Source: an optimization exercise on an open RTL-to-GDS flow (aim: small area, a short achievable clock period and few clock cycles). Production flows keep margins and buffers that such runs may drop.
Function was not checked in any run shown here: the RTL went through the layout flow alone.
Power figures rest on the tool's default switching activity, not on a simulated workload.

==> design.v <==
module alpide_decoder (
    input  wire        clk,
    input  wire        rst,
    input  wire        in_valid,
    output wire        in_ready,
    input  wire [1:0]  in_kind,
    input  wire [7:0]  in_data,
    output wire        out_valid,
    input  wire        out_ready,
    output wire        out_is_result,
    output wire [3:0]  hit_chip,
    output wire [5:0]  hit_region,
    output wire [9:0]  hit_dcol,
    output wire [10:0] hit_addr,
    output wire [3:0]  hit_flag,
    output wire        hit_prev_stuck,
    output wire [9:0]  hit_row,
    output wire [10:0] hit_col,
    output wire [2:0]  res_code,
    output wire        res_corrupt,
    output wire [2:0]  res_cause,
    output wire [15:0] res_pc,
    output wire [7:0]  res_byte,
    output wire [1:0]  res_remain,
    output wire [3:0]  st_chip,
    output wire [5:0]  st_region,
    output wire [3:0]  st_flags,
    output wire        st_new_event,
    output wire [3:0]  st_word_kind
);
    localparam [3:0] CHIP_ID_NONE = 4'd15;
    localparam [5:0] REGION_NONE  = 6'd32;
    localparam [3:0] K_IDLE     = 4'd0;
    localparam [3:0] K_BUSYON   = 4'd1;
    localparam [3:0] K_BUSYOFF  = 4'd2;
    localparam [3:0] K_EMPTY    = 4'd3;
    localparam [3:0] K_CHIPHDR  = 4'd4;
    localparam [3:0] K_CHIPTRL  = 4'd5;
    localparam [3:0] K_REGION   = 4'd6;
    localparam [3:0] K_DSHORT   = 4'd7;
    localparam [3:0] K_DLONG    = 4'd8;
    localparam [3:0] K_UNKNOWN  = 4'd9;
    localparam [2:0] R_SUCCESS    = 3'd0;
    localparam [2:0] R_FRAMING    = 3'd1;
    localparam [2:0] R_UNKNOWN    = 3'd2;
    localparam [2:0] R_INCOMPLETE = 3'd3;
    localparam [2:0] R_NOSTART    = 3'd4;
    localparam [2:0] R_TRUNCATED  = 3'd5;
    localparam [2:0] ST_WORD  = 3'd0;   
    localparam [2:0] ST_SKIP  = 3'd1;   
    localparam [2:0] ST_B2    = 3'd2;   
    localparam [2:0] ST_B3    = 3'd3;   
    localparam [2:0] ST_DRAIN = 3'd4;   
    reg  [2:0]  state;
    reg         in_rdy;
    reg  [3:0]  s_chip;
    reg  [5:0]  s_region;
    reg  [3:0]  s_flags;
    reg         s_new_event;
    reg  [3:0]  s_word_kind;
    reg         l_started;
    reg         l_finished;
    reg  [15:0] pc;           
    reg  [7:0]  w_b0;         
    reg  [7:0]  w_b1;         
    reg         pend;         
    reg         pend_long;    
    reg  [2:0]  r_code;
    reg  [2:0]  r_cause;
    reg         res_wait;     
    reg         o_valid;
    reg         o_res;
    reg  [3:0]  e_chip;
    reg  [5:0]  e_region;
    reg  [3:0]  e_enc;
    reg  [10:0] o_addr;       
    reg         o_stuck;
    reg  [9:0]  e_base;
    reg  [6:0]  e_map;        
    reg         last_valid;
    reg         corrupt;
    function [3:0] classify;
        input [7:0] b;
        begin
            if (b == 8'hFF)                  classify = K_IDLE;
            else if (b == 8'hF1)             classify = K_BUSYON;
            else if (b == 8'hF0)             classify = K_BUSYOFF;
            else if ((b & 8'hF0) == 8'hA0)   classify = K_CHIPHDR;
            else if ((b & 8'hF0) == 8'hB0)   classify = K_CHIPTRL;
            else if ((b & 8'hF0) == 8'hE0)   classify = K_EMPTY;
            else if ((b & 8'hE0) == 8'hC0)   classify = K_REGION;
            else if ((b & 8'hC0) == 8'h40)   classify = K_DSHORT;
            else if ((b & 8'hC0) == 8'h00)   classify = K_DLONG;
            else                             classify = K_UNKNOWN;
        end
    endfunction
    wire [3:0] kind = classify(in_data);
    wire in_fire   = in_valid && in_rdy;
    wire out_free  = !o_valid || out_ready;
    wire res_fire  = o_valid && o_res && out_ready;
    wire hit_fire  = o_valid && !o_res && out_ready;
    wire beat_byte = in_fire && (in_kind == 2'd0);
    wire beat_end  = in_fire && (in_kind == 2'd1);
    wire beat_clr  = in_fire && (in_kind == 2'd2);
    wire map_now   = beat_byte && (state == ST_B3);
    wire        map_busy = (e_map != 7'd0);
    wire [9:0]  b_addr   = {w_b0[1:0], w_b1};
    wire [3:0]  b_enc    = w_b0[5:2];
    wire        b_stuck  = last_valid && !s_new_event &&
                           ({s_region, b_enc} == {e_region, e_enc}) &&
                           ({1'b0, b_addr} <= o_addr);
    reg  [2:0]  x_idx;
    always @(*) begin
        casez (e_map)
            7'b??????1: x_idx = 3'd0;
            7'b?????10: x_idx = 3'd1;
            7'b????100: x_idx = 3'd2;
            7'b???1000: x_idx = 3'd3;
            7'b??10000: x_idx = 3'd4;
            7'b?100000: x_idx = 3'd5;
            default:    x_idx = 3'd6;
        endcase
    end
    wire [10:0] x_addr = {1'b0, e_base} + {8'd0, x_idx} + 11'd1;
    wire emit_pend  = out_free && pend && (pend_long || !map_busy);
    wire emit_now   = out_free && map_now && !pend && !map_busy;
    wire emit_base  = emit_pend || emit_now;
    wire emit_extra = out_free && !emit_base && map_busy && !(pend && pend_long);
    wire res_ready  = !pend && !map_busy && !emit_base && !emit_extra;
    wire emit_res   = out_free && res_ready && (res_wait || beat_end);
    wire [3:0]  o_flag = o_stuck       ? 4'd5 :
                         o_addr[10]    ? 4'd4 :
                         e_region[5]   ? 4'd3 :
                         (e_chip == CHIP_ID_NONE) ? 4'd1 : 4'd0;
    reg  [2:0]  state_n;
    reg         pend_n;
    reg         pend_long_n;
    reg  [6:0]  e_map_n;
    reg         o_valid_n;
    reg         o_res_n;
    reg         res_wait_n;
    always @(*) begin
        state_n = state;
        if (res_fire)
            state_n = ST_WORD;
        else if (beat_byte) begin
            case (state)
                ST_WORD: begin
                    case (kind)
                        K_UNKNOWN: state_n = ST_DRAIN;
                        K_EMPTY, K_CHIPHDR: state_n = ST_SKIP;
                        K_CHIPTRL: if (!l_started || l_finished) state_n = ST_DRAIN;
                        K_REGION:  if (!l_started) state_n = ST_DRAIN;
                        K_DSHORT, K_DLONG:
                                   state_n = l_started ? ST_B2 : ST_DRAIN;
                        default: ;
                    endcase
                end
                ST_SKIP: state_n = ST_WORD;
                ST_B2:   state_n = w_b0[6] ? ST_WORD : ST_B3;
                ST_B3:   state_n = ST_WORD;
                default: ;
            endcase
        end
        pend_n      = pend;
        pend_long_n = pend_long;
        if (emit_pend) pend_n = 1'b0;
        if (beat_byte && state == ST_B2 && w_b0[6]) begin
            pend_n = 1'b1; pend_long_n = 1'b0;
        end
        if (map_now && !emit_now) begin
            pend_n = 1'b1; pend_long_n = 1'b1;
        end
        e_map_n = e_map;
        if (emit_extra) e_map_n = e_map & (e_map - 7'd1);
        if (map_now)    e_map_n = in_data[6:0];
        o_valid_n = o_valid && !out_ready;
        o_res_n   = o_res;
        if (emit_base || emit_extra) begin
            o_valid_n = 1'b1; o_res_n = 1'b0;
        end
        if (emit_res) begin
            o_valid_n = 1'b1; o_res_n = 1'b1;
        end
        res_wait_n = (res_wait || beat_end) && !emit_res;
    end
    wire rdy_n = !res_wait_n && !(o_valid_n && o_res_n) &&
                 !(pend_n && (o_valid_n || (!pend_long_n && e_map_n != 7'd0))) &&
                 !(state_n == ST_B3 && e_map_n != 7'd0);
    reg [1:0] pc_inc;
    always @(*) begin
        case (state)
            ST_WORD: pc_inc = 2'd1;
            ST_B3:   pc_inc = 2'd3;
            default: pc_inc = 2'd2;
        endcase
    end
    wire pc_step = beat_byte &&
                   ((state == ST_WORD && state_n == ST_WORD) ||
                    state == ST_SKIP || state == ST_B3 ||
                    (state == ST_B2 && w_b0[6]));
    always @(posedge clk) begin
        if (rst) begin
            state       <= ST_WORD;
            in_rdy      <= 1'b1;
            s_chip      <= CHIP_ID_NONE;
            s_region    <= REGION_NONE;
            s_flags     <= 4'd0;
            s_new_event <= 1'b1;
            l_started   <= 1'b0;
            l_finished  <= 1'b0;
            pc          <= 16'd0;
            pend        <= 1'b0;
            pend_long   <= 1'b0;
            res_wait    <= 1'b0;
            o_valid     <= 1'b0;
            o_res       <= 1'b0;
            e_map       <= 7'd0;
            last_valid  <= 1'b0;
            corrupt     <= 1'b0;
        end else begin
            state     <= state_n;
            in_rdy    <= rdy_n;
            pend      <= pend_n;
            pend_long <= pend_long_n;
            e_map     <= e_map_n;
            o_valid   <= o_valid_n;
            o_res     <= o_res_n;
            res_wait  <= res_wait_n;
            if (pc_step)
                pc <= pc + {14'd0, pc_inc};
            if (emit_base) begin
                e_chip      <= s_chip;
                e_region    <= s_region;
                e_enc       <= b_enc;
                e_base      <= b_addr;
                o_addr      <= {1'b0, b_addr};
                o_stuck     <= b_stuck;
                last_valid  <= 1'b1;
                s_new_event <= 1'b0;
            end
            if (emit_extra) begin
                o_addr  <= x_addr;
                o_stuck <= 1'b0;
            end
            if (hit_fire && o_flag != 4'd0)
                corrupt <= 1'b1;
            if (res_fire) begin
                l_started  <= 1'b0;
                l_finished <= 1'b0;
                s_region   <= REGION_NONE;
                s_chip     <= CHIP_ID_NONE;
                s_flags    <= 4'd0;
                pc         <= 16'd0;
                corrupt    <= 1'b0;
            end
            if (beat_clr)
                last_valid <= 1'b0;
            if (beat_end) begin
                if (state == ST_B2 || state == ST_B3)
                    r_code <= R_TRUNCATED;
                else if (state != ST_DRAIN) begin
                    if (l_started && !l_finished) r_code <= R_INCOMPLETE;
                    else if (!l_started)          r_code <= R_NOSTART;
                    else                          r_code <= R_SUCCESS;
                end
            end
            if (beat_byte) begin
                case (state)
                    ST_WORD: begin
                        s_word_kind <= kind;
                        w_b0        <= in_data;
                        case (kind)
                            K_UNKNOWN: r_code <= R_UNKNOWN;
                            K_EMPTY: begin
                                l_started  <= 1'b1;
                                l_finished <= 1'b1;
                                s_chip     <= in_data[3:0];
                            end
                            K_CHIPHDR: begin
                                l_started   <= 1'b1;
                                l_finished  <= 1'b0;
                                s_new_event <= 1'b1;
                                s_chip      <= in_data[3:0];
                            end
                            K_CHIPTRL: begin
                                if (!l_started || l_finished) begin
                                    r_code  <= R_FRAMING;
                                    r_cause <= !l_started ? 3'd1 : 3'd2;
                                end else begin
                                    s_flags    <= in_data[3:0];
                                    l_finished <= 1'b1;
                                    s_chip     <= CHIP_ID_NONE;
                                end
                            end
                            K_REGION: begin
                                if (!l_started) begin
                                    r_code  <= R_FRAMING;
                                    r_cause <= 3'd3;
                                end else begin
                                    s_region    <= {1'b0, in_data[4:0]};
                                    s_new_event <= 1'b0;
                                end
                            end
                            K_DSHORT, K_DLONG: begin
                                if (!l_started) begin
                                    r_code  <= R_FRAMING;
                                    r_cause <= 3'd4;
                                end
                            end
                            default: ;
                        endcase
                    end
                    ST_B2: w_b1 <= in_data;
                    default: ;
                endcase
            end
        end
    end
    assign in_ready       = in_rdy;
    assign out_valid      = o_valid;
    assign out_is_result  = o_res;
    assign hit_chip       = e_chip;
    assign hit_region     = e_region;
    assign hit_dcol       = {e_region, e_enc};
    assign hit_addr       = o_addr;
    assign hit_flag       = o_flag;
    assign hit_prev_stuck = o_stuck;
    assign hit_row        = {o_addr[10:2], ~o_addr[0]};
    assign hit_col        = {e_region, e_enc, o_addr[1] ^ o_addr[0]};
    assign res_code       = r_code;
    assign res_corrupt    = corrupt;
    assign res_cause      = r_cause;
    assign res_pc         = pc;
    assign res_byte       = w_b0;
    assign res_remain     = (state == ST_B3) ? 2'd2 : 2'd1;
    assign st_chip        = s_chip;
    assign st_region      = s_region;
    assign st_flags       = s_flags;
    assign st_new_event   = s_new_event;
    assign st_word_kind   = s_word_kind;
endmodule
==> run.sh <==
#!/bin/bash
# synth_recipe.tcl (not shown) runs the flow's synth.tcl, then flattens the netlist and writes it again
# the make line also repeats each setting of config.mk as NAME=value (left out here)
make -C /OpenROAD-flow-scripts/flow DESIGN_CONFIG=/design/flow/config.mk WORK_HOME=/design/flow/orfs CLKGATE_MAP_FILE= SYNTH_SCRIPT=/design/flow/synth_recipe.tcl finish
==> config.mk <==
export PLATFORM = sky130hd
export DESIGN_NAME = alpide_decoder
export DESIGN_NICKNAME = alpide_decoder
export VERILOG_FILES = /design/flow/design.v
export SDC_FILE = /design/flow/constraint.sdc
export NUM_CORES = 4
export LEC_CHECK = 0
export CAP_MARGIN = 20
export CORE_MARGIN = 2
export CORE_UTILIZATION = 40
export SLEW_MARGIN = 20
==> constraint.sdc <==
create_clock -name core_clock -period 8.0 [get_ports {clk}]
set_input_delay 1.6000 -clock core_clock [delete_from_list [all_inputs] [get_ports {clk}]]
set_output_delay 1.6000 -clock core_clock [all_outputs]
set_load 0.01 [all_outputs]
==> results of run 1 <==
==> registers in the layout, summed over array words and instances, names as in the netlist, 3 cells and up <==
signal	cells
e_base	10
e_chip	4
e_enc	4
e_map	7
e_region	6
o_addr	11
pc	16
r_cause	3
r_code	3
s_chip	4
s_flags	4
s_region	6
s_word_kind	4
state	3
w_b0	8
w_b1	8
==> stage by stage <==
step | cell area [sq um] | hold slack, ns | power, mW
after floorplan | 5730 | 0.450 | 0.669
after global placement | 6900 | 0.455 | 0.697
after detailed placement | 6910 | 0.466 | 0.697
after CTS | 7500 | 0.477 | 1.45
after global routing | 7500 | 0.497 | 1.49
final | 7500 | 0.471 | 1.44
==> cell usage in the layout (no fill, tap or decap), drive strengths merged, types with 8 or more instances in the layout <==
cell,count
clkdlybuf4s50,124
edfxtp,62
nand2,60
dfxtp,51
a21oi,47
nor2,39
o21ai,37
inv,32
nand3,22
nor3,17
clkbuf,17
ha,15
or3,14
xor2,12
xnor2,9
clkinv,8
==> report_power, final <==
| part | internal (mW) | switching (mW) | leakage [nW] | total (mW) |
|---|---|---|---|---|
| Sequential | 0.615 | 0.00546 | 0.984 | 0.621 |
| Combinational | 0.0265 | 0.0394 | 1.41 | 0.0660 |
| Clock | 0.486 | 0.270 | 0.286 | 0.756 |
==> cell families (layout without fill, tap and decap cells) <==
| family | after synthesis | after routing |
|---|---|---|
| compound gates | 143 | 143 |
| flops | 113 | 113 |
| mux | 3 | 3 |
| buf+inv | 84 | 190 |
| fa+ha+maj | 17 | 17 |
| simple gates | 204 | 204 |
| other cells | 1 | 1 |
| xor+xnor | 21 | 21 |
==> final timing paths <==
check | startpoint | endpoint | slack (ns) | cells after the start
worst max-delay path | in_kind[0] | e_region[3] | 3.85 | 5
worst min-delay path | s_flags[0] | s_flags[0] | 0.47 | 2
worst max register to register | in_rdy | e_region[3] | 5.21 | 4
worst min register to register | s_flags[0] | s_flags[0] | 0.47 | 2
==> area by class of cell <==
cell class	instances	area (sq um)	area share
sequential	113	2880	0.384
clock inverter	15	168	0.0223
timing repair buffer	127	1260	0.168
clock buffer	17	425	0.0567
multi-input combinational	389	2420	0.323
inverter	31	116	0.0155
tap	180	225	0.0300
==> synthesized netlist by cell type, types with 4 or more instances <==
master     n
edfxtp_1  62
nand2_1   60
dfxtp_1   51
a21oi_1   47
nor2_1    39
o21ai_0   34
inv_1     31
buf_4     29
nand3_1   22
nor3_1    17
clkbuf_1  16
ha_1      15
or3_1     14
xor2_1    12
xnor2_1    9
buf_2      8
nand2b_1   7
o21a_1     7
and3_1     6
nand4_1    6
nor2b_1    6
o211ai_1   5
a41oi_1    4
o311ai_0   4
o31ai_1    4
o32ai_1    4
==> per-layer routing <==
metal / share of wire / track usage
met5: 0 / 0
met4: 0.022 / 0.0938
met3: 0.059 / 0.0458
met2: 0.46 / 0.303
met1: 0.46 / 0.261
==> worst max-delay path, cell delays in order <==
cell	delay, ns
clkdlybuf4s50_1	0.45
nand4bb_1	0.59
or2_2	0.61
o32a_1	0.40
nor2_4	0.54
==> run summary, run 1 <==
ANT cells 0; area leader, netlist edfxtp_1; Peak Freq 0.241 GHz; clk slew on worst S/H paths around 0.05 ns; Startpoint Class input port; PostCTS Resize Cnt 0; CTS Buffer Depth 2; Slew Limit Fails 0; Ports around 130; Detail Placement HPWL 10400 um; layout cells sized above 1 0.0665; Synthesis Warnings 1; drt first pass iters 5; Synth top area share 0.325; unrepaired setup endpoints after global routing no; synth top area cells edfxtp_1, dfxtp_1, a21oi_1; TritonCTS clock tree built; setup slack after layout between 3 and 4 ns; initial antenna violation count 0; complex-gate fraction of the synthesized area 0.162; clk sinks 113; Max-cap violations 0; Initial Util 0.411; grt ovf 0; Synth Area in Simple Gates 0.181; Post-Synth XOR/XNOR Area 0.0321; status complete, no violations; routed vias 4700; die width 124 um; multiplexer area fraction after synthesis 0.00524; post-route non-filler standard cell count 872; final core utilization 0.538; # rows 43; Mean Syn Cell Area between 9 and 10 sq um; crit path kind input port to register; Unique masters post-synth 64; hold-fix buffers at CTS 0; first-pass GRT wire length 22900 um; CTS Buf Count 17; Max VDD drop 120 uV; Wirelength per Cell 16.5 um; shortest period the worst path allows 4.15 ns; largest net degree at the start of global routing 35; WP data required 8.04 ns; Slew @ Worst Pin between 0.8 and 0.9 ns; Post-Syn Area between 5000 and 6000 sq um; crit end category register; CP max FO 24; setup TNS 0 ns; Post-synth ARST share 0; fin crit share 0.518; flops & latches, synth 113; Slew HR 0.422; drt drc 0; dpl ws 3.08 ns; worst clock skew 0.0124 ns; Total GRT Usage 0.197; Worst-Skew Late Latency between 0.4 and 0.5 ns; synthesis-to-layout area growth 31.0%; Placed Cells 840; Final Setup Violations 0; Port-buffer cells 124; GP Congestion 0.860; Hold Path Class register to register; Synth Instances 586; Synth Area in Adders 0.0397; vias in the first global route between 4000 and 5000; ys flop type edfxtp_1; Post-CTS Setup Repair Bufs 0; Antenna Nets Post-Route 0; Power Dens Cells ~190 nW/um^2; nets 710; CTS root buf clkbuf_16; final WL 14400 um; DIE HEIGHT 124 um; fillers roughly 1300; Seq/Total Area, Yosys 0.503; endpoints failing hold 0; Synthesized Nets slightly above 600; Post-synth EDFFs 62; drt via density 5.39; largest family of logic cells by synthesized area simple AND/OR/NAND/NOR gates; Core Box Area 13900 sq um; arrival time worst endpoint between 4 and 5 ns; Die ar. approximately 15000 sq um; Leakage 2.68 nW; htree depth 4; Initial DRC Count 391
==> run 2, diff against run 1 <==
--- a/design.v
+++ b/design.v
@@ -57,16 +57,12 @@
     reg  [5:0]  s_region;
     reg  [3:0]  s_flags;
     reg         s_new_event;
-    reg  [3:0]  s_word_kind;
     reg         l_started;
     reg         l_finished;
     reg  [15:0] pc;           
     reg  [7:0]  w_b0;         
     reg  [7:0]  w_b1;         
     reg         pend;         
-    reg         pend_long;    
-    reg  [2:0]  r_code;
-    reg  [2:0]  r_cause;
     reg         res_wait;     
     reg         o_valid;
     reg         o_res;
@@ -75,7 +71,6 @@
     reg  [3:0]  e_enc;
     reg  [10:0] o_addr;       
     reg         o_stuck;
-    reg  [9:0]  e_base;
     reg  [6:0]  e_map;        
     reg         last_valid;
     reg         corrupt;
@@ -94,7 +89,9 @@
             else                             classify = K_UNKNOWN;
         end
     endfunction
-    wire [3:0] kind = classify(in_data);
+    wire [3:0] kind   = classify(in_data);
+    wire [3:0] b0kind = classify(w_b0);    
+    wire       pend_long = pend && !w_b0[6];
     wire in_fire   = in_valid && in_rdy;
     wire out_free  = !o_valid || out_ready;
     wire res_fire  = o_valid && o_res && out_ready;
@@ -121,7 +118,19 @@
             default:    x_idx = 3'd6;
         endcase
     end
-    wire [10:0] x_addr = {1'b0, e_base} + {8'd0, x_idx} + 11'd1;
+    wire [10:0] x_addr = o_addr + {8'd0, x_idx} + 11'd1;
+    reg  [6:0]  x_map;
+    always @(*) begin
+        case (x_idx)
+            3'd0:    x_map = {1'b0, e_map[6:1]};
+            3'd1:    x_map = {2'b0, e_map[6:2]};
+            3'd2:    x_map = {3'b0, e_map[6:3]};
+            3'd3:    x_map = {4'b0, e_map[6:4]};
+            3'd4:    x_map = {5'b0, e_map[6:5]};
+            3'd5:    x_map = {6'b0, e_map[6]};
+            default: x_map = 7'd0;
+        endcase
+    end
     wire emit_pend  = out_free && pend && (pend_long || !map_busy);
     wire emit_now   = out_free && map_now && !pend && !map_busy;
     wire emit_base  = emit_pend || emit_now;
@@ -134,7 +143,6 @@
                          (e_chip == CHIP_ID_NONE) ? 4'd1 : 4'd0;
     reg  [2:0]  state_n;
     reg         pend_n;
-    reg         pend_long_n;
     reg  [6:0]  e_map_n;
     reg         o_valid_n;
     reg         o_res_n;
@@ -162,17 +170,12 @@
                 default: ;
             endcase
         end
-        pend_n      = pend;
-        pend_long_n = pend_long;
+        pend_n = pend;
         if (emit_pend) pend_n = 1'b0;
-        if (beat_byte && state == ST_B2 && w_b0[6]) begin
-            pend_n = 1'b1; pend_long_n = 1'b0;
-        end
-        if (map_now && !emit_now) begin
-            pend_n = 1'b1; pend_long_n = 1'b1;
-        end
+        if (beat_byte && state == ST_B2 && w_b0[6]) pend_n = 1'b1;
+        if (map_now && !emit_now) pend_n = 1'b1;
         e_map_n = e_map;
-        if (emit_extra) e_map_n = e_map & (e_map - 7'd1);
+        if (emit_extra) e_map_n = x_map;
         if (map_now)    e_map_n = in_data[6:0];
         o_valid_n = o_valid && !out_ready;
         o_res_n   = o_res;
@@ -185,7 +188,7 @@
         res_wait_n = (res_wait || beat_end) && !emit_res;
     end
     wire rdy_n = !res_wait_n && !(o_valid_n && o_res_n) &&
-                 !(pend_n && (o_valid_n || (!pend_long_n && e_map_n != 7'd0))) &&
+                 !(pend_n && (o_valid_n || (w_b0[6] && e_map_n != 7'd0))) &&
                  !(state_n == ST_B3 && e_map_n != 7'd0);
     reg [1:0] pc_inc;
     always @(*) begin
@@ -211,7 +214,6 @@
             l_finished  <= 1'b0;
             pc          <= 16'd0;
             pend        <= 1'b0;
-            pend_long   <= 1'b0;
             res_wait    <= 1'b0;
             o_valid     <= 1'b0;
             o_res       <= 1'b0;
@@ -222,7 +224,6 @@
             state     <= state_n;
             in_rdy    <= rdy_n;
             pend      <= pend_n;
-            pend_long <= pend_long_n;
             e_map     <= e_map_n;
             o_valid   <= o_valid_n;
             o_res     <= o_res_n;
@@ -233,7 +234,6 @@
                 e_chip      <= s_chip;
                 e_region    <= s_region;
                 e_enc       <= b_enc;
-                e_base      <= b_addr;
                 o_addr      <= {1'b0, b_addr};
                 o_stuck     <= b_stuck;
                 last_valid  <= 1'b1;
@@ -256,22 +256,11 @@
             end
             if (beat_clr)
                 last_valid <= 1'b0;
-            if (beat_end) begin
-                if (state == ST_B2 || state == ST_B3)
-                    r_code <= R_TRUNCATED;
-                else if (state != ST_DRAIN) begin
-                    if (l_started && !l_finished) r_code <= R_INCOMPLETE;
-                    else if (!l_started)          r_code <= R_NOSTART;
-                    else                          r_code <= R_SUCCESS;
-                end
-            end
             if (beat_byte) begin
                 case (state)
                     ST_WORD: begin
-                        s_word_kind <= kind;
                         w_b0        <= in_data;
                         case (kind)
-                            K_UNKNOWN: r_code <= R_UNKNOWN;
                             K_EMPTY: begin
                                 l_started  <= 1'b1;
                                 l_finished <= 1'b1;
@@ -284,30 +273,18 @@
                                 s_chip      <= in_data[3:0];
                             end
                             K_CHIPTRL: begin
-                                if (!l_started || l_finished) begin
-                                    r_code  <= R_FRAMING;
-                                    r_cause <= !l_started ? 3'd1 : 3'd2;
-                                end else begin
+                                if (l_started && !l_finished) begin
                                     s_flags    <= in_data[3:0];
                                     l_finished <= 1'b1;
                                     s_chip     <= CHIP_ID_NONE;
                                 end
                             end
                             K_REGION: begin
-                                if (!l_started) begin
-                                    r_code  <= R_FRAMING;
-                                    r_cause <= 3'd3;
-                                end else begin
+                                if (l_started) begin
                                     s_region    <= {1'b0, in_data[4:0]};
                                     s_new_event <= 1'b0;
                                 end
                             end
-                            K_DSHORT, K_DLONG: begin
-                                if (!l_started) begin
-                                    r_code  <= R_FRAMING;
-                                    r_cause <= 3'd4;
-                                end
-                            end
                             default: ;
                         endcase
                     end
@@ -328,9 +305,23 @@
     assign hit_prev_stuck = o_stuck;
     assign hit_row        = {o_addr[10:2], ~o_addr[0]};
     assign hit_col        = {e_region, e_enc, o_addr[1] ^ o_addr[0]};
+    reg [2:0] r_code;
+    always @(*) begin
+        if (state == ST_DRAIN)
+            r_code = (b0kind == K_UNKNOWN) ? R_UNKNOWN : R_FRAMING;
+        else if (state == ST_B2 || state == ST_B3)
+            r_code = R_TRUNCATED;
+        else if (l_started && !l_finished)
+            r_code = R_INCOMPLETE;
+        else if (!l_started)
+            r_code = R_NOSTART;
+        else
+            r_code = R_SUCCESS;
+    end
     assign res_code       = r_code;
     assign res_corrupt    = corrupt;
-    assign res_cause      = r_cause;
+    assign res_cause      = {!w_b0[7], w_b0[7] & (w_b0[6] | l_started),
+                             w_b0[7] & (w_b0[6] | !l_started)};
     assign res_pc         = pc;
     assign res_byte       = w_b0;
     assign res_remain     = (state == ST_B3) ? 2'd2 : 2'd1;
@@ -338,5 +329,5 @@
     assign st_region      = s_region;
     assign st_flags       = s_flags;
     assign st_new_event   = s_new_event;
-    assign st_word_kind   = s_word_kind;
+    assign st_word_kind   = b0kind;
 endmodule
==> run summary, run 2 <==
Unique masters post-synth 71 (+11%); Antenna Nets Post-Route 0 (unchanged); nets 681 (-4.1%); hold path endpoint e_chip[3]; Ports 126 (unchanged); Total GRT Usage 0.200 (+0.00323); drt via density 5.30 (-1.7%); # rows 41 (-4.7%); area leader, netlist edfxtp_1; synthesis-to-layout area growth 28.9%; GP Congestion 0.890 (+3.5%); Slew @ Worst Pin 0.844 ns (-0.0225 ns); shortest period the worst path allows 4.30 ns (+0.147 ns); first-pass GRT wire length 21100 um (-7.8%); Synth Area in Simple Gates 0.219 (+0.0377); ANT cells 0 (unchanged); layout cells sized above 1 0.0474 (-0.0191); Synth Area in Adders 0.0468 (+0.00708); grt peak-use layer met2; commonest non-fill, non-tap cell in the layout clkdlybuf4s50_1; fin area 6610 sq um (-12%); final WL 13700 um (-4.9%); Largest register FFs 16 (unchanged); Post-synth ARST share 0 (unchanged); fillers 1183 (-6.4%); Synthesized Nets 592 (-4.1%); CP dominant cell by count o21ai_0; slack of the worst reg-to-reg path 4.31 ns (-0.90 ns); status complete, no violations; Regs by FF count pc x16, o_addr x11; Post-CTS Setup Repair Bufs 0 (unchanged); Peak Freq 0.233 GHz (-3.4%); initial antenna violation count 0 (unchanged); ys flop type dfxtp_1; Most flops, register pc; endpoints failing hold 0 (unchanged); footprint of the multi-input gates 2470 sq um (+2.2%); cell with the most instances after synthesis nor2_1; CP max FO 6 (-75%); Placed Area 6290 sq um (-8.8%); largest family of logic cells by synthesized area simple AND/OR/NAND/NOR gates; drt drc 0 (unchanged); GR Util met2 0.317 (+0.0140); flops & latches, synth 92 (-19%); Slew Limit Fails 0 (unchanged); hold path depth 0 (-2); Register Area 2260 sq um (-22%); PostCTS Resize Cnt 0 (unchanged); Port-buffer cells 124 (unchanged); complex-gate fraction of the synthesized area 0.158 (-0.00419); Hold Path Class register to register; Post-synth EDFFs 42 (-32%); Core Box Area 12600 sq um (-9.8%); Die ar. 13700 sq um (-10%); internal power 0.763 mW (-32%); CP max stage delay 0.59 ns (-0.02 ns); Synthesis Warnings 1 (unchanged); Worst Hold Launch s_chip[3]; Seq/Total Area, Yosys 0.441 (-0.0622); Synth top area share 0.246 (-0.0791); Initial Util 0.408 (-0.00299); synth top area cells edfxtp_1, dfxtp_1, buf_4; vias in the first global route 4012 (-11%); Post-synth top cells nor2_1, nand2_1, dfxtp_1, edfxtp_1, a21oi_1; routed vias 4377 (-6.9%); setup TNS 0 ns (unchanged); setup slack after layout 3.70 ns (-0.147 ns); Max-cap violations 0 (unchanged); reg2reg start e_map[0]; dpl ws 3.14 ns (+0.0651 ns); largest net degree at the start of global routing 36 (+2.9%); DIE HEIGHT 117 um (-5.2%); worst path cell trace and4_1 -> o21ai_0 -> a21oi_1 -> o21ai_0 -> nand3_1 -> a22oi_1 -> clkdlybuf4s50_1; FF-to-FF End o_addr[8]; TritonCTS clock tree built; CTS Buf Count 9 (-8); GRT met3 Usage 0.0314 (-0.0144); fin crit share 0.537 (+0.0184); Post-Synth XOR/XNOR Area 0.0529 (+0.0208); drt first pass iters 5 (unchanged); Gate power share 0.047 (about the same); worst reg2reg path depth 13 (+9); slowest CP cell clkdlybuf4s50_1; Initial DRC Count 305 (-22%); unrepaired setup endpoints after global routing no; die width 117 um (-5.2%); arrival time worst endpoint 2.70 ns (-1.49 ns); Placed Cells 809 (-3.7%); Wirelength per Cell 16.5 um (+0.37%); CTS root buf clkbuf_16; WP data required 6.40 ns (-1.64 ns); met1 Resource Use GR 0.283 (+0.0214); Max VDD drop 108 uV (-10%); crit end category output port; most frequent cells in the layout clkdlybuf4s50_1, nor2_1, nand2_1; worst clock skew 0.00531 ns (-0.00707 ns); clk sinks 92 (-19%); WHS 0.480 ns (+0.00938 ns); sw power 0.215 mW (-32%); Power Dens Cells 148 nW/um^2 (-23%); Synth Instances 560 (-4.4%); switching part of the total power 0.220 (+0.00183); CTS Buffer Depth 2 (unchanged); hold-fix buffers at CTS 0 (unchanged); crit path kind register to output port; Startpoint Class register; Worst-Skew Late Latency 0.34 ns (-0.07 ns); Detail Placement HPWL 10200 um (-2.3%); Clk pwr share 0.447 (-0.077); multiplexer area fraction after synthesis 0.00390 (-0.00134); Mean Syn Cell Area 9.16 sq um (-6.3%); Slew HR 0.437 (+0.0152); clk slew on worst S/H paths 0.06 ns (about the same); Final Setup Violations 0 (unchanged); htree depth 3 (-1); grt ovf 0 (unchanged); Flop pwr share 0.506 (+0.076); post-route non-filler standard cell count 826 (-5.3%); Leakage 2.40 nW (-10%); Post-Syn Area 5130 sq um (-10%)
==> run 2: routing by layer <==
metal,share of wire,vias to the layer above
met2,0.46,164
met3,0.055,10
met1,0.47,2054
met4,0.012,0
met5,0,-
li1,-,2149
==> run 2: layout make-up <==
class | count | share of cell area
Clock buffer | 11 | 0.0367
Timing Repair Buffer | 126 | 0.190
Clock inverter | 5 | 0.00928
Tap cell | 172 | 0.0326
Sequential cell | 92 | 0.342
Inverter | 26 | 0.0148
Multi-Input combinational cell | 394 | 0.374
==> run 2: worst max path at each step <==
stage,start,endpoint,slack (ns),depth (start not counted)
after floorplan,in_kind[0],e_chip[0],4.65,5
after global placement,out_ready,pc[15],3.28,8
after detailed placement,out_ready,pc[5],3.14,8
after CTS,out_ready,pc[15],3.52,8
after global routing,w_b0[1],res_code[0],3.58,7
final,w_b0[2],res_code[1],3.70,7
==> run 2: critical path: cells and delay by family, from the launching register on <==
kind	cells	cell delay, ns
AOI/OAI and AO/OA	4	0.78
buffers and inverters	1	0.59
DFF	1	0.49
and+or+nand+nor	2	0.49
==> run 2: stage by stage <==
step / power [mW] / util
finish: 0.979 / 0.526
global placement: 0.550 / 0.501
global route: 1.00 / 0.526
CTS: 0.982 / 0.525
detailed placement: 0.551 / 0.501
floorplan: 0.527 / -
==> run 2: cells by family (layout without fill, tap and decap cells) <==
logic type | Yosys count | in the layout
compound gates | 125 | 125
xor+xnor | 31 | 31
fa+ha+maj | 18 | 18
buf+inv | 74 | 168
flops | 92 | 92
mux | 2 | 2
other cells | 1 | 1
simple gates | 217 | 217
==> run 2: power groups by stage <==
| stage | clock (mW) | combinational, mW | sequential [mW] |
|---|---|---|---|
| detailed placement | 0 | 0.0456 | 0.505 |
| global placement | 0 | 0.0443 | 0.505 |
| global route | 0.458 | 0.0504 | 0.495 |
| floorplan | 0 | 0.0223 | 0.504 |
| CTS | 0.442 | 0.0458 | 0.495 |
| finish | 0.438 | 0.0461 | 0.495 |
==> run 3, diff against run 2 <==
--- a/config.mk
+++ b/config.mk
@@ -8,4 +8,5 @@
 export CAP_MARGIN = 20
 export CORE_MARGIN = 2
 export CORE_UTILIZATION = 40
+export SETUP_SLACK_MARGIN = 5
 export SLEW_MARGIN = 20
==> run summary, run 3 <==
commonest non-fill, non-tap cell in the layout clkdlybuf4s50_1; Core Box Area 12600 sq um (unchanged); Most flops, register pc; status complete, no violations; Antenna Nets Post-Route 0 (unchanged); fin crit share 0.447 (-0.0897); Final Setup Violations 0 (unchanged); ANT cells 0 (unchanged); Worst Hold Launch s_flags[2]; GP Congestion 0.870 (-2.3%); routed vias 4821 (+10%); worst clock skew 0.00815 ns (+0.00283 ns); ys flop type dfxtp_1; Flop pwr share 0.515 (+0.009); clk sinks 92 (unchanged); Slew @ Worst Pin 0.674 ns (-0.171 ns); Unique masters post-synth 71 (unchanged); unrepaired setup endpoints after global routing yes; die width 117 um (unchanged); Initial Util 0.408 (unchanged); Seq/Total Area, Yosys 0.441 (unchanged); drt via density 5.36 (+1.1%); Detail Placement HPWL 10200 um (about the same); layout cells sized above 1 0.271 (+0.223); drt first pass iters 4 (-1); Initial DRC Count 263 (-14%); Slew HR 0.549 (+0.112); synth top area cells edfxtp_1, dfxtp_1, buf_4; Post-synth ARST share 0 (unchanged); Regs by FF count pc x16, o_addr x11; CTS root buf clkbuf_16; Synth Area in Adders 0.0468 (unchanged); endpoints failing hold 0 (unchanged); FF-to-FF End o_addr[8]; complex-gate fraction of the synthesized area 0.158 (unchanged); Die ar. 13700 sq um (unchanged); fillers 1084 (-8.4%); htree depth 3 (unchanged); nets 755 (+11%); Port-buffer cells 124 (unchanged); DIE HEIGHT 117 um (unchanged); Ports 126 (unchanged); Post-Synth XOR/XNOR Area 0.0529 (unchanged); slack of the worst reg-to-reg path 5.23 ns (+0.92 ns); TritonCTS clock tree built; largest family of logic cells by synthesized area simple AND/OR/NAND/NOR gates; Largest register FFs 16 (unchanged); final core utilization 0.607 (+0.0815); Synth Instances 560 (unchanged); Clk pwr share 0.413 (-0.034); # rows 41 (unchanged); Gate power share 0.072 (+0.025); Max VDD drop 119 uV (+10%); Worst-Skew Late Latency 0.34 ns (about the same); Power Dens Cells 126 nW/um^2 (-15%); Hold Path Class register to register; shortest period the worst path allows 3.58 ns (-0.718 ns); Startpoint Class register; drt drc 0 (unchanged); Total GRT Usage 0.227 (+0.0268); Post-synth top cells nor2_1, nand2_1, dfxtp_1, edfxtp_1, a21oi_1; grt ovf 0 (unchanged); Mean Syn Cell Area 9.16 sq um (unchanged); crit end category output port; cell with the most instances after synthesis nor2_1; CTS Buffer Depth 2 (unchanged); hold path depth 2 (+2); first-pass GRT wire length 24000 um (+14%); switching part of the total power 0.225 (+0.00525); flops & latches, synth 92 (unchanged); CTS Buf Count 9 (unchanged); synthesis-to-layout area growth 48.8%; clk slew on worst S/H paths 0.06 ns (about the same); worst reg2reg path depth 13 (unchanged); WP data required 6.40 ns (about the same); Max-cap violations 0 (unchanged); WHS 0.475 ns (-0.00507 ns); Peak Freq 0.280 GHz (+20%); Post-Syn Area 5130 sq um (unchanged); Wirelength per Cell 17.5 um (+5.6%); Synth Area in Simple Gates 0.219 (unchanged); Post-synth EDFFs 42 (unchanged); Synthesized Nets 592 (unchanged); internal power 0.742 mW (-2.7%); Slew Limit Fails 0 (unchanged); reg2reg start e_map[0]; final WL 15700 um (+15%); area leader, netlist edfxtp_1; Synth top area share 0.246 (unchanged); hold-fix buffers at CTS 0 (unchanged); Synthesis Warnings 1 (unchanged); largest net degree at the start of global routing 36 (unchanged); sw power 0.216 mW (+0.25%); hold path endpoint s_flags[2]; setup TNS 0 ns (unchanged); CP max FO 3 (-3); Leakage 2.95 nW (+23%); arrival time worst endpoint 1.98 ns (-0.72 ns); most frequent cells in the layout clkdlybuf4s50_1, buf_4, nand2_1, nor2_1, edfxtp_1; multiplexer area fraction after synthesis 0.00390 (unchanged); crit path kind register to output port; initial antenna violation count 0 (unchanged); vias in the first global route 4546 (+13%)
-- run 3: area by class of cell --
cell class	count	area (sq um)	share of cell area
multi-input combinational	395	2870	0.376
sequential	92	2290	0.300
timing repair buffer	199	1890	0.247
clock buffer	14	254	0.0333
tap	172	215	0.0282
inverter	26	104	0.0136
clock inverter	2	12.5	0.00164
-- run 3: through the flow --
step	power, mW	area, sq um	cells	setup WS, ns
floorplan	0.528	5180	560	4.90
global placement	0.552	6340	810	3.88
detailed placement	0.553	6340	810	3.81
CTS	0.949	7230	882	4.49
global route	0.988	7630	900	4.39
finish	0.958	7630	900	4.42
-- run 3: how the worst max path moves through the flow --
stage / start / endpoint / cells past startpoint
floorplan: in_kind[1] / in_rdy / 8
global placement: out_ready / in_rdy / 9
detailed placement: in_kind[0] / o_addr[7] / 5
CTS: w_b0[1] / res_code[0] / 7
global route: w_b0[2] / res_code[0] / 7
finish: w_b0[2] / res_code[0] / 7
-- run 3: logic make-up after synthesis --
family                   after synthesis
AO/OA/AOI/OAI                        125
XOR/XNOR                              31
adder cells (fa/ha/maj)               18
buffers and inverters                 74
flip-flops                            92
multiplexers                           2
other                                  1
AND/OR/NAND/NOR                      217
-- run 3: repair_timing --
item | 4_1_cts | 5_1_grt
pin swaps | 36 | 27
buffers inserted | 55 | 18
endpoints found under the setup margin | 117 | 74
resized for setup | 178 | 77
gates cloned | 1 | 0
-- run 3: per-layer routing --
metal  up-vias  track usage  part of all wire  wire length [um]
li1       2305            -                 -                 -
met1      2307        0.315              0.44              6950
met4         0       0.0745             0.016               255
met3        22       0.0396             0.063               996
met5         -            0                 0                 0
met2       187        0.360              0.48              7520
-- run 3: power groups by stage --
stage               combinational (mW)  sequential [mW]  clock [mW]
floorplan                       0.0234            0.504           0
global placement                0.0467            0.505           0
detailed placement              0.0472            0.505           0
CTS                             0.0570            0.493       0.399
global route                    0.0736            0.493       0.421
finish                          0.0692            0.493       0.396
-- run 3: critical path, stage by stage (launching register included) --
cell and delay [ns]:
edfxtp_1 0.46, and4_4 0.26, o21ai_2 0.12, a21oi_2 0.07, o21ai_2 0.19, nand3_2 0.14
a22o_1 0.25, buf_2 0.15
==> run 4, diff against run 3 <==
--- a/config.mk
+++ b/config.mk
@@ -8,5 +8,8 @@
 export CAP_MARGIN = 20
 export CORE_MARGIN = 2
 export CORE_UTILIZATION = 40
+export CTS_BUF_LIST = sky130_fd_sc_hd__clkbuf_4 sky130_fd_sc_hd__clkbuf_8
+export CTS_CLUSTER_DIAMETER = 100
+export CTS_CLUSTER_SIZE = 40
 export SETUP_SLACK_MARGIN = 5
 export SLEW_MARGIN = 20
==> run summary, run 4 <==
Placed Cells 810 (unchanged); final WL 15600 um (-0.59%); CP dominant cell by count o21ai_2; largest net degree at the start of global routing 36 (unchanged); Slew HR 0.539 (-0.0106); die width 117 um (unchanged); Mean Syn Cell Area 9.16 sq um (unchanged); Total GRT Usage 0.224 (-0.00302); WP data required 6.40 ns (about the same); worst reg2reg path depth 13 (unchanged); Initial Util 0.408 (unchanged); critical path startpoint w_b0[1]; cell with the most instances after synthesis nor2_1; worst clock skew 0.0108 ns (+0.00261 ns); drt drc 0 (unchanged); TritonCTS clock tree built; slack of the worst reg-to-reg path 5.22 ns (about the same); hold-fix buffers at CTS 0 (unchanged); Worst path depth 7 (unchanged); DIE HEIGHT 117 um (unchanged); Startpoint Class register; Largest register FFs 16 (unchanged); synth top area cells edfxtp_1, dfxtp_1, buf_4; drt first pass iters 5 (+1); # rows 41 (unchanged); Die ar. 13700 sq um (unchanged); Final Setup Violations 0 (unchanged); CP max stage delay 0.48 ns (+0.02 ns); Port-buffer cells 124 (unchanged); worst path cell trace nor4_4 -> o21ai_2 -> a21oi_2 -> o21ai_2 -> nand3_2 -> a22o_1 -> buf_2; Synth Instances 560 (unchanged); Max-cap violations 0 (unchanged); CTS Buf Count 9 (unchanged); cell family with most CP delay compound AO/OA/AOI/OAI gates; Synthesized Nets 592 (unchanged); first-pass GRT wire length 23800 um (-1.0%); Wirelength per Cell 17.3 um (-0.81%); Register Area 2300 sq um (+0.22%); Post-synth top cells nor2_1, nand2_1, dfxtp_1, edfxtp_1, a21oi_1; Antenna Nets Post-Route 0 (unchanged); CTS Buffer Depth 2 (unchanged); number of buffers and inverters on the critical path 1 (unchanged); area leader, netlist edfxtp_1; Unique masters post-synth 71 (unchanged); Detail Placement HPWL 10200 um (unchanged); setup TNS 0 ns (unchanged); ANT cells 0 (unchanged); Regs by FF count pc x16, o_addr x11; Post-Syn Area 5130 sq um (unchanged); arrival time worst endpoint 1.99 ns (about the same); clk sinks 92 (unchanged); Hold Path Class register to register; drt via density 5.33 (-0.47%); fin crit share 0.448 (+0.00118); synthesis-to-layout area growth 46.0%; Ports 126 (unchanged); fillers 1109 (+2.3%); Leakage 2.90 nW (-1.7%); FF-to-FF End o_addr[8]; vias in the first global route 4557 (+0.24%); Post-synth ARST share 0 (unchanged); endpoints failing hold 0 (unchanged); Slew Limit Fails 0 (unchanged); Core Box Area 12600 sq um (unchanged); Slew @ Worst Pin 0.690 ns (+0.0158 ns); commonest non-fill, non-tap cell in the layout clkdlybuf4s50_1; post-route non-filler standard cell count 902 (+0.22%); Synth top area share 0.246 (unchanged); initial antenna violation count 0 (unchanged); most frequent cells in the layout clkdlybuf4s50_1, buf_4, nand2_1; nets 757 (+0.26%); Power Dens Cells 115 nW/um^2 (-8.4%); grt ovf 0 (unchanged); ys flop type dfxtp_1; slowest CP cell edfxtp_1; Setup crit end res_code[0]; Seq/Total Area, Yosys 0.441 (unchanged); routed vias 4809 (-0.25%); clk slew on worst S/H paths 0.09 ns (+0.03 ns); crit end category output port; Max VDD drop 59.9 uV (-50%); Post-synth EDFFs 42 (unchanged); footprint of the multi-input gates 2860 sq um (-0.48%); htree depth 3 (unchanged); status complete, no violations; Synthesis Warnings 1 (unchanged); GP Congestion 0.870 (unchanged); flops & latches, synth 92 (unchanged); CTS root buf clkbuf_8; Initial DRC Count 280 (+6.5%); layout cells sized above 1 0.279 (+0.00885); shortest period the worst path allows 3.59 ns (+0.00940 ns); unrepaired setup endpoints after global routing yes; Worst-Skew Late Latency 0.37 ns (+0.03 ns); Peak Freq 0.279 GHz (-0.26%); crit path kind register to output port; reg2reg start e_map[3]; Most flops, register pc; CP max FO 3 (unchanged)
-- run 4: cell counts after synthesis --
Identical to the previous run, type by type.
-- run 4: worst min path at each step --
stage,from,end,slack (ns),depth (start not counted)
after floorplan,last_valid,last_valid,0.43,2
after global placement,corrupt,corrupt,0.46,2
after detailed placement,corrupt,corrupt,0.47,2
after CTS,s_flags[2],s_flags[2],0.49,2
after global routing,s_chip[2],e_chip[2],0.51,0
final,s_flags[2],s_flags[2],0.48,2
-- run 4: kinds of logic (layout without fill, tap and decap cells) --
group / Yosys count / after routing / share of synthesized area
AOI/OAI and AO/OA: 125 / 125 / 0.158
xor gates and xnor gates: 31 / 31 / 0.0529
other: 1 / 1 / 0.000731
DFF: 92 / 92 / 0.441
adders and majority gates: 18 / 18 / 0.0468
muxes: 2 / 2 / 0.00390
and+or+nand+nor: 217 / 218 / 0.219
buffers and inverters: 74 / 243 / 0.0778
-- run 4: per-layer routing --
metal / vias up / part of all wire / GRT usage
met5: - / 0 / 0
met4: 0 / 0.017 / 0.0737
met3: 23 / 0.056 / 0.0396
met2: 183 / 0.48 / 0.357
met1: 2298 / 0.45 / 0.309
li1: 2305 / - / -
-- run 4: per-stage QoR --
step	utilization	power, mW	hold WS, ns	area, sq um	setup WS, ns
after floorplan	-	0.528	0.432	5180	4.90
after global placement	0.505	0.552	0.464	6340	3.88
after detailed placement	0.505	0.553	0.470	6340	3.81
after CTS	0.559	0.849	0.488	7030	4.45
after global routing	0.596	0.889	0.509	7490	4.31
final	0.596	0.861	0.479	7490	4.41
-- run 4: power breakdown --
group | total [mW] | switching (mW) | internal (mW)
Clock | 0.302 | 0.166 | 0.136
Combinational | 0.0675 | 0.0363 | 0.0312
Sequential | 0.492 | 0.00299 | 0.489
-- run 4: what timing repair did --
item                                   CTS  global route
buffers inserted                        45            30
setup endpoints to repair              124            96
gates resized for setup                160           100
endpoints found under the hold margin    0             0
pin swaps                               24            26
cloned                                   1             0
-- run 4: cell type report --
type                            instances  area share
Clock buffer                           14      0.0224
Clock inverter                          2     0.00167
Inverter                               26      0.0139
Multi-Input combinational cell        395       0.381
Sequential cell                        92       0.307
Tap cell                              172      0.0287
Timing Repair Buffer                  201       0.245
-- run 4: worst register-to-register path: stages (launching register included) --
cell and delay [ns]:
dfxtp_2 0.38, inv_1 0.18, o2111ai_2 0.18, ha_4 0.23, nand2_1 0.08, nand2_1 0.06, ha_1 0.20, fa_1 0.41
nor2b_1 0.13, o21ai_1 0.11, nor3_2 0.22, nand3_1 0.13, xnor2_1 0.14, o21ai_0 0.08
==> run 5, diff against run 4 <==
--- a/design.v
+++ b/design.v
@@ -57,6 +57,7 @@
     reg  [5:0]  s_region;
     reg  [3:0]  s_flags;
     reg         s_new_event;
+    reg  [3:0]  s_word_kind;
     reg         l_started;
     reg         l_finished;
     reg  [15:0] pc;           
@@ -64,6 +65,7 @@
     reg  [7:0]  w_b1;         
     reg         pend;         
     reg         res_wait;     
+    reg  [2:0]  r_code;       
     reg         o_valid;
     reg         o_res;
     reg  [3:0]  e_chip;
@@ -90,7 +92,6 @@
         end
     endfunction
     wire [3:0] kind   = classify(in_data);
-    wire [3:0] b0kind = classify(w_b0);    
     wire       pend_long = pend && !w_b0[6];
     wire in_fire   = in_valid && in_rdy;
     wire out_free  = !o_valid || out_ready;
@@ -256,11 +257,22 @@
             end
             if (beat_clr)
                 last_valid <= 1'b0;
+            if (beat_end) begin
+                if (state == ST_B2 || state == ST_B3)
+                    r_code <= R_TRUNCATED;
+                else if (state != ST_DRAIN) begin
+                    if (l_started && !l_finished) r_code <= R_INCOMPLETE;
+                    else if (!l_started)          r_code <= R_NOSTART;
+                    else                          r_code <= R_SUCCESS;
+                end
+            end
             if (beat_byte) begin
                 case (state)
                     ST_WORD: begin
+                        s_word_kind <= kind;
                         w_b0        <= in_data;
                         case (kind)
+                            K_UNKNOWN: r_code <= R_UNKNOWN;
                             K_EMPTY: begin
                                 l_started  <= 1'b1;
                                 l_finished <= 1'b1;
@@ -273,18 +285,24 @@
                                 s_chip      <= in_data[3:0];
                             end
                             K_CHIPTRL: begin
-                                if (l_started && !l_finished) begin
+                                if (!l_started || l_finished)
+                                    r_code <= R_FRAMING;
+                                else begin
                                     s_flags    <= in_data[3:0];
                                     l_finished <= 1'b1;
                                     s_chip     <= CHIP_ID_NONE;
                                 end
                             end
                             K_REGION: begin
-                                if (l_started) begin
+                                if (!l_started)
+                                    r_code <= R_FRAMING;
+                                else begin
                                     s_region    <= {1'b0, in_data[4:0]};
                                     s_new_event <= 1'b0;
                                 end
                             end
+                            K_DSHORT, K_DLONG:
+                                if (!l_started) r_code <= R_FRAMING;
                             default: ;
                         endcase
                     end
@@ -305,19 +323,6 @@
     assign hit_prev_stuck = o_stuck;
     assign hit_row        = {o_addr[10:2], ~o_addr[0]};
     assign hit_col        = {e_region, e_enc, o_addr[1] ^ o_addr[0]};
-    reg [2:0] r_code;
-    always @(*) begin
-        if (state == ST_DRAIN)
-            r_code = (b0kind == K_UNKNOWN) ? R_UNKNOWN : R_FRAMING;
-        else if (state == ST_B2 || state == ST_B3)
-            r_code = R_TRUNCATED;
-        else if (l_started && !l_finished)
-            r_code = R_INCOMPLETE;
-        else if (!l_started)
-            r_code = R_NOSTART;
-        else
-            r_code = R_SUCCESS;
-    end
     assign res_code       = r_code;
     assign res_corrupt    = corrupt;
     assign res_cause      = {!w_b0[7], w_b0[7] & (w_b0[6] | l_started),
@@ -329,5 +334,5 @@
     assign st_region      = s_region;
     assign st_flags       = s_flags;
     assign st_new_event   = s_new_event;
-    assign st_word_kind   = b0kind;
+    assign st_word_kind   = s_word_kind;
 endmodule
==> run summary, run 5 <==
GP Congestion 0.841 (-3.2%); Detail Placement HPWL 10500 um (+2.7%); Worst-Skew Late Latency 0.38 ns (about the same); commonest non-fill, non-tap cell in the layout clkdlybuf4s50_1; unrepaired setup endpoints after global routing yes; Antenna Nets Post-Route 0 (unchanged); complex-gate fraction of the synthesized area 0.151 (-0.00749); Die ar. 14700 sq um (+7.1%); internal power 0.776 mW (+18%); CP max stage delay 0.43 ns (-0.05 ns); Power Dens Cells 128 nW/um^2 (+11%); Slew Limit Fails 0 (unchanged); Synth Instances 588 (+5.0%); layout cells sized above 1 0.247 (-0.0325); grt ovf 0 (unchanged); Final Setup Violations 0 (unchanged); Initial DRC Count 358 (+28%); endpoints failing hold 0 (unchanged); synth top area cells edfxtp_1, dfxtp_1, buf_4; initial antenna violation count 0 (unchanged); Unique masters post-synth 77 (+8.5%); Startpoint Class input port; multiplexer area fraction after synthesis 0.0145 (+0.0106); vias in the first global route 4608 (+1.1%); ys flop type dfxtp_1; first-pass GRT wire length 23900 um (+0.78%); most frequent cells in the layout clkdlybuf4s50_1, buf_4, edfxtp_1; Synthesis Warnings 1 (unchanged); Synth Area in Adders 0.0436 (-0.00322); TritonCTS clock tree built; setup TNS 0 ns (unchanged); crit path kind input port to register; Leakage 3.04 nW (+4.9%); Total GRT Usage 0.209 (-0.0148); status complete, no violations; Seq/Total Area, Yosys 0.449 (+0.00781); hold-fix buffers at CTS 0 (unchanged); Hold Path Class register to register; Gate power share 0.079 (about the same); Synthesized Nets 620 (+4.7%); nets 772 (+2.0%); shortest period the worst path allows 3.22 ns (-0.369 ns); Mean Syn Cell Area 9.37 sq um (+2.3%); final WL 15900 um (+1.7%); Register Area 2520 sq um (+9.6%); Post-synth ARST share 0 (unchanged); cell with the most instances after synthesis dfxtp_1; Peak Freq 0.311 GHz (+11%); Most flops, register pc; CTS Buf Count 9 (unchanged); Initial Util 0.413 (+0.00457); sw power 0.230 mW (+12%); ANT cells 0 (unchanged); htree depth 3 (unchanged); footprint of the multi-input gates 2940 sq um (+2.8%); crit end category register; Largest register FFs 16 (unchanged); synthesis-to-layout area growth 43.1%; Clk pwr share 0.387 (+0.037); DIE HEIGHT 121 um (+3.5%); fin crit share 0.402 (-0.0461); Wirelength per Cell 17.3 um (-0.40%); Synth top area share 0.267 (+0.0212); clk sinks 99 (+7.6%); die width 121 um (+3.5%); Placed Cells 835 (+3.1%); post-route non-filler standard cell count 921 (+2.1%); Max VDD drop 84.2 uV (+41%); clk slew on worst S/H paths 0.09 ns (about the same); area leader, netlist edfxtp_1; Post-Synth XOR/XNOR Area 0.0461 (-0.00682); Max-cap violations 0 (unchanged); # rows 42 (+2.4%); fillers 1172 (+5.7%); routed vias 4994 (+3.8%); WP data required 8.31 ns (+1.91 ns); CP max FO 7 (+4); arrival time worst endpoint 3.53 ns (+1.54 ns); flops & latches, synth 99 (+7.6%); switching part of the total power 0.229 (-0.00996); Ports 126 (unchanged); Synth Area in Simple Gates 0.215 (-0.00391); Flop pwr share 0.534 (-0.037); Post-Syn Area 5510 sq um (+7.4%); largest family of logic cells by synthesized area simple AND/OR/NAND/NOR gates; drt via density 5.42 (+1.7%); drt first pass iters 5 (unchanged); drt drc 0 (unchanged); largest net degree at the start of global routing 30 (-17%); CTS root buf clkbuf_8; Port-buffer cells 124 (unchanged); slowest CP cell a311oi_4; worst path cell trace buf_12 -> buf_6 -> nand4_1 -> a311oi_4 -> o31ai_4 -> o22ai_4 -> and3_4 -> nand4_4 -> or3_1 -> a21oi_1; CTS Buffer Depth 2 (unchanged); Regs by FF count pc x16, o_addr x11; Core Box Area 13300 sq um (+6.2%); worst clock skew 0.00778 ns (-0.00299 ns); Post-synth top cells dfxtp_1, edfxtp_1, nand2_1, nor2_1, o21ai_0; Post-synth EDFFs 49 (+17%)
-- run 5: cell types whose count changed after synthesis, moves of 4 or more --
cell,delta
nor2_1,-12
clkbuf_1,+10
and2_1,+7
edfxtp_1,+7
nor3_1,+7
mux2i_1,+6
a21oi_1,-5
nand2_1,-5
o21ai_1,+5
and3_1,+4
buf_2,-4
-- run 5: through the flow --
step,setup slack [ns],utilization,area [sq um],power (mW),hold slack (ns)
detailed placement,3.37,0.507,6760,0.618,0.476
CTS,4.67,0.561,7480,1.01,0.494
global route,4.73,0.590,7880,1.04,0.507
finish,4.78,0.590,7880,1.01,0.480
global placement,3.47,0.507,6760,0.617,0.466
floorplan,4.43,-,5650,0.589,0.440
-- run 5: worst max-delay path: cells and delay by family --
| family | cells | cell delay, ns |
|---|---|---|
| buffers and inverters | 2 | 0.21 |
| AOI/OAI and AO/OA | 4 | 0.81 |
| and+or+nand+nor | 4 | 0.93 |
-- run 5: cell families after synthesis --
| kind of cell | Yosys count |
|---|---|
| simple gates | 222 |
| xor+xnor | 29 |
| fa+ha+maj | 18 |
| buf+inv | 86 |
| mux | 8 |
| compound gates | 125 |
| other cells | 1 |
| flops | 99 |
-- run 5: timing repair --
item,4_1_cts,5_1_grt
cloned,1,1
setup buffers,39,29
resized for setup,135,72
endpoints found under the setup margin,128,90
pin swaps,26,21
-- run 5: metal layers --
metal  vias up  routed length, um  global-route usage
li1       2386                  -                   -
met1      2386               7090               0.274
met2       188               7510               0.340
met3        34                881              0.0352
met4         0                405              0.0920
met5         -                  0                   0
-- run 5: area by class of cell --
type	count	area share
multi-input combinational	404	0.372
sequential	99	0.320
timing repair buffer	195	0.234
tap	176	0.0279
clock buffer	10	0.0167
inverter	31	0.0157
clock inverter	6	0.0133
-- run 5: power by group through the flow --
| stage | sequential (mW) | clock [mW] | combinational (mW) |
|---|---|---|---|
| after floorplan | 0.552 | 0 | 0.0370 |
| after global placement | 0.551 | 0 | 0.0656 |
| after global routing | 0.538 | 0.411 | 0.0858 |
| after detailed placement | 0.551 | 0 | 0.0665 |
| after CTS | 0.537 | 0.395 | 0.0736 |
| final | 0.537 | 0.389 | 0.0798 |
-- run 5: worst paths after layout --
check / cells after the start / slack [ns] / endpoint / startpoint
worst max register to register: 9 / 5.06 / in_rdy / e_map[1]
worst min register to register: 0 / 0.48 / e_region[2] / s_region[2]
worst max-delay path: 10 / 4.78 / pc[10] / in_data[3]
worst min-delay path: 0 / 0.48 / e_region[2] / s_region[2]
==> run 6, diff against run 5 <==
==> flow/run.sh (new file) <==
#!/bin/bash
# Standard ORFS layout (the standard.sh, unchanged synthesis), except that
# the port buffers that global placement inserts use the small buf_1 cell.
set -euo pipefail
export BUFFER_PORTS_ARGS="-buffer_cell sky130_fd_sc_hd__buf_1"
bash standard.sh > standard.log 2>&1
==> standard.sh (new file) <==
#!/bin/bash
# synth_recipe.tcl (not shown) runs the flow's synth.tcl, then flattens the netlist and writes it again
# the make line also repeats each setting of config.mk as NAME=value (left out here)
make -C /OpenROAD-flow-scripts/flow DESIGN_CONFIG=/design/flow/config.mk WORK_HOME=/design/flow/orfs CLKGATE_MAP_FILE= SYNTH_SCRIPT=/design/flow/synth_recipe.tcl "${@:-finish}"
removed: run.sh
==> run summary, run 6 <==
status complete, no violations; critical path startpoint in_data[2]; nets 742 (-3.9%); unrepaired setup endpoints after global routing yes; Initial Util 0.413 (unchanged); endpoints failing hold 0 (unchanged); Post-Syn Area 5510 sq um (unchanged); drt via density 5.37 (-0.94%); setup slack after layout 4.72 ns (-0.0627 ns); Ports 126 (unchanged); Peak Freq 0.305 GHz (-1.9%); Hold Path Class register to register; shortest period the worst path allows 3.28 ns (+0.0627 ns); slowest CP cell or3_4; drt drc 0 (unchanged); worst reg2reg path depth 9 (unchanged); hold path depth 0 (unchanged); worst clock skew 0.0153 ns (+0.00752 ns); die width 121 um (unchanged); Post-synth ARST share 0 (unchanged); largest net degree at the start of global routing 29 (-3.3%); Final Setup Violations 0 (unchanged); most frequent cells in the layout buf_1, edfxtp_1, nand2_1; Placed Cells 836 (+0.12%); clk sinks 99 (unchanged); vias in the first global route 4300 (-6.7%); worst path cell trace buf_12 -> or3_4 -> a311oi_4 -> o31ai_4 -> o22ai_4 -> and3_4 -> buf_6 -> nand3_2 -> or3_1 -> a21oi_1; number of buffers and inverters on the critical path 2 (unchanged); Core Box Area 13300 sq um (unchanged); Regs by FF count pc x16, o_addr x11; layout cells sized above 1 0.185 (-0.0624); Synth Instances 588 (unchanged); Max VDD drop 65.3 uV (-22%); drt first pass iters 6 (+1); CTS root buf clkbuf_8; # rows 42 (unchanged); final WL 14700 um (-7.4%); Startpoint Class input port; clk slew on worst S/H paths 0.10 ns (about the same); hold path endpoint e_chip[1]; Slew HR 0.633; Synthesis Warnings 1 (unchanged); area leader, netlist edfxtp_1; Antenna Nets Post-Route 0 (unchanged); FF-to-FF End in_rdy; Port-buffer cells 124 (unchanged); first-pass GRT wire length 22500 um (-6.3%); routed vias 4786 (-4.2%); ANT cells 0 (unchanged); Most flops, register pc; Max-cap violations 0 (unchanged); reg2reg start e_map[2]; DIE HEIGHT 121 um (unchanged); Mean Syn Cell Area 9.37 sq um (unchanged); slack of the worst reg-to-reg path 5.14 ns (+0.08 ns); grt ovf 0 (unchanged); Synthesized Nets 620 (unchanged); final core utilization 0.507 (-0.0832); ys flop type dfxtp_1; hold-fix buffers at CTS 0 (unchanged); Initial DRC Count 282 (-21%); arrival time worst endpoint 3.59 ns (+0.06 ns); CTS Buffer Depth 2 (unchanged); TritonCTS clock tree built; CTS Buf Count 9 (unchanged); Slew Limit Fails 0 (unchanged); dpl ws 3.66 ns (+0.290 ns); Power Dens Cells 135 nW/um^2 (+6.0%); Largest register FFs 16 (unchanged); Total GRT Usage 0.195 (-0.0138); WP data required 8.31 ns (about the same); CP max stage delay 0.40 ns (-0.03 ns); commonest non-fill, non-tap cell in the layout buf_1; Wirelength per Cell 16.5 um (-4.3%); Die ar. 14700 sq um (unchanged); Post-synth top cells dfxtp_1, edfxtp_1, nand2_1, nor2_1, o21ai_0; Worst-Skew Late Latency 0.38 ns (about the same); synth top area cells edfxtp_1, dfxtp_1, buf_4; Detail Placement HPWL 10200 um (-2.6%); fin crit share 0.410 (+0.00784); Post-synth EDFFs 49 (unchanged); cell family with most CP delay simple AND/OR/NAND/NOR gates; htree depth 3 (unchanged); crit path kind input port to register; cell with the most instances after synthesis dfxtp_1; post-route non-filler standard cell count 891 (-3.3%); Slew @ Worst Pin 0.550 ns; CP max FO 4 (-3); synthesis-to-layout area growth 22.9%; Worst Hold Launch s_chip[1]; Unique masters post-synth 77 (unchanged); Leakage 2.47 nW (-19%); crit end category register; flops & latches, synth 99 (unchanged); initial antenna violation count 0 (unchanged); total power draw 0.916 mW (-8.9%); Synth top area share 0.267 (unchanged); GP Congestion 0.834 (-0.88%); setup TNS 0 ns (unchanged); Seq/Total Area, Yosys 0.449 (unchanged)
==> run 6: timing repair <==
item                       CTS  global route
pin swaps                   19            14
setup endpoints to repair   65            36
cloned                       1             0
resized for setup           56            32
hold endpoints to repair     0             0
setup buffers               22            16
==> run 6: logic make-up (layout without fill, tap and decap cells) <==
group / after synthesis / in the layout / share of synthesized area
AND/OR/NAND/NOR: 222 / 223 / 0.215
multiplexers: 8 / 8 / 0.0145
flip-flops: 99 / 99 / 0.449
XOR/XNOR: 29 / 29 / 0.0461
buffers and inverters: 86 / 212 / 0.0809
adder cells (fa/ha/maj): 18 / 18 / 0.0436
AO/OA/AOI/OAI: 125 / 125 / 0.151
other: 1 / 1 / 0.000681
==> run 6: per-stage QoR <==
stage | cell area [sq um] | hold WS (ns)
floorplan | 5650 | 0.440
global placement | 6000 | 0.459
detailed placement | 6000 | 0.472
CTS | 6510 | 0.493
global route | 6770 | 0.520
finish | 6770 | 0.497
==> run 6: worst max path at each step <==
stage,endpoint,slack (ns),cells past startpoint
after global routing,pc[8],4.63,10
after floorplan,pc[14],4.43,9
final,pc[15],4.72,10
after CTS,pc[15],4.65,10
after detailed placement,pc[12],3.66,9
after global placement,pc[14],3.75,9
==> run 6: layer usage <==
layer	GRT usage	up-vias	share of wire
met5	0	-	0
met4	0.0704	0	0.018
met3	0.0338	20	0.054
met2	0.310	178	0.47
met1	0.267	2264	0.46
li1	-	2324	-
==> run 6: area by class of cell <==
cell class | instances | area [sq um]
Fill cell | 1276 | 6580
Multi-Input combinational cell | 404 | 2880
Sequential cell | 99 | 2490
Timing Repair Buffer | 165 | 882
Tap cell | 176 | 220
Clock buffer | 12 | 153
Inverter | 31 | 116
Clock inverter | 4 | 26.3
==> run 6: power breakdown <==
group	total [mW]	internal [mW]	switching [mW]
registers	0.539	0.533	0.00559
logic	0.0717	0.0284	0.0434
clock network	0.306	0.128	0.177
total	0.916	0.690	0.226

[afterwards: timing with drivers on the ports]
Ports are ideal in the flow. The routed layouts listed here were re-timed in OpenROAD. Step 1: set_driving_cell puts a clkbuf_16 on clk and a buf_2 on each other input, an assumption about the parent block. Step 2 also shifts input and output timing later by t, the mid clock arrival at the registers, as if the neighbouring blocks saw the same clock. Slacks: no drivers / after step 1 / after step 2; pairs: no drivers / after step 1.
| run | t, ns | setup slack, ns | worst hold slack (ns) | pins driven straight from the clock port |
|---|---|---|---|---|
| run 1 | 0.452 | 3.852 / 3.874 / 3.422 | 0.471 / 0.471 / 0.471 | 1 |
| run 2 | 0.380 | 3.705 / 3.665 / 3.550 | 0.480 / 0.480 / 0.480 | 1 |
| run 3 | 0.381 | 4.422 / 4.379 / 4.608 | 0.475 / 0.475 / 0.475 | 1 |
| run 4 | 0.401 | 4.413 / 4.375 / 4.498 | 0.479 / 0.479 / 0.479 | 1 |
| run 5 | 0.409 | 4.782 / 4.735 / 4.325 | 0.480 / 0.480 / 0.480 | 1 |
| run 6 | 0.408 | 4.719 / 4.694 / 4.286 | 0.497 / 0.497 / 0.497 | 1 |
After both steps setup and hold are still met in every run listed. The setup slack of run 5, which loses most, moves by -0.047 ns with the drivers and by -0.457 ns with both steps.
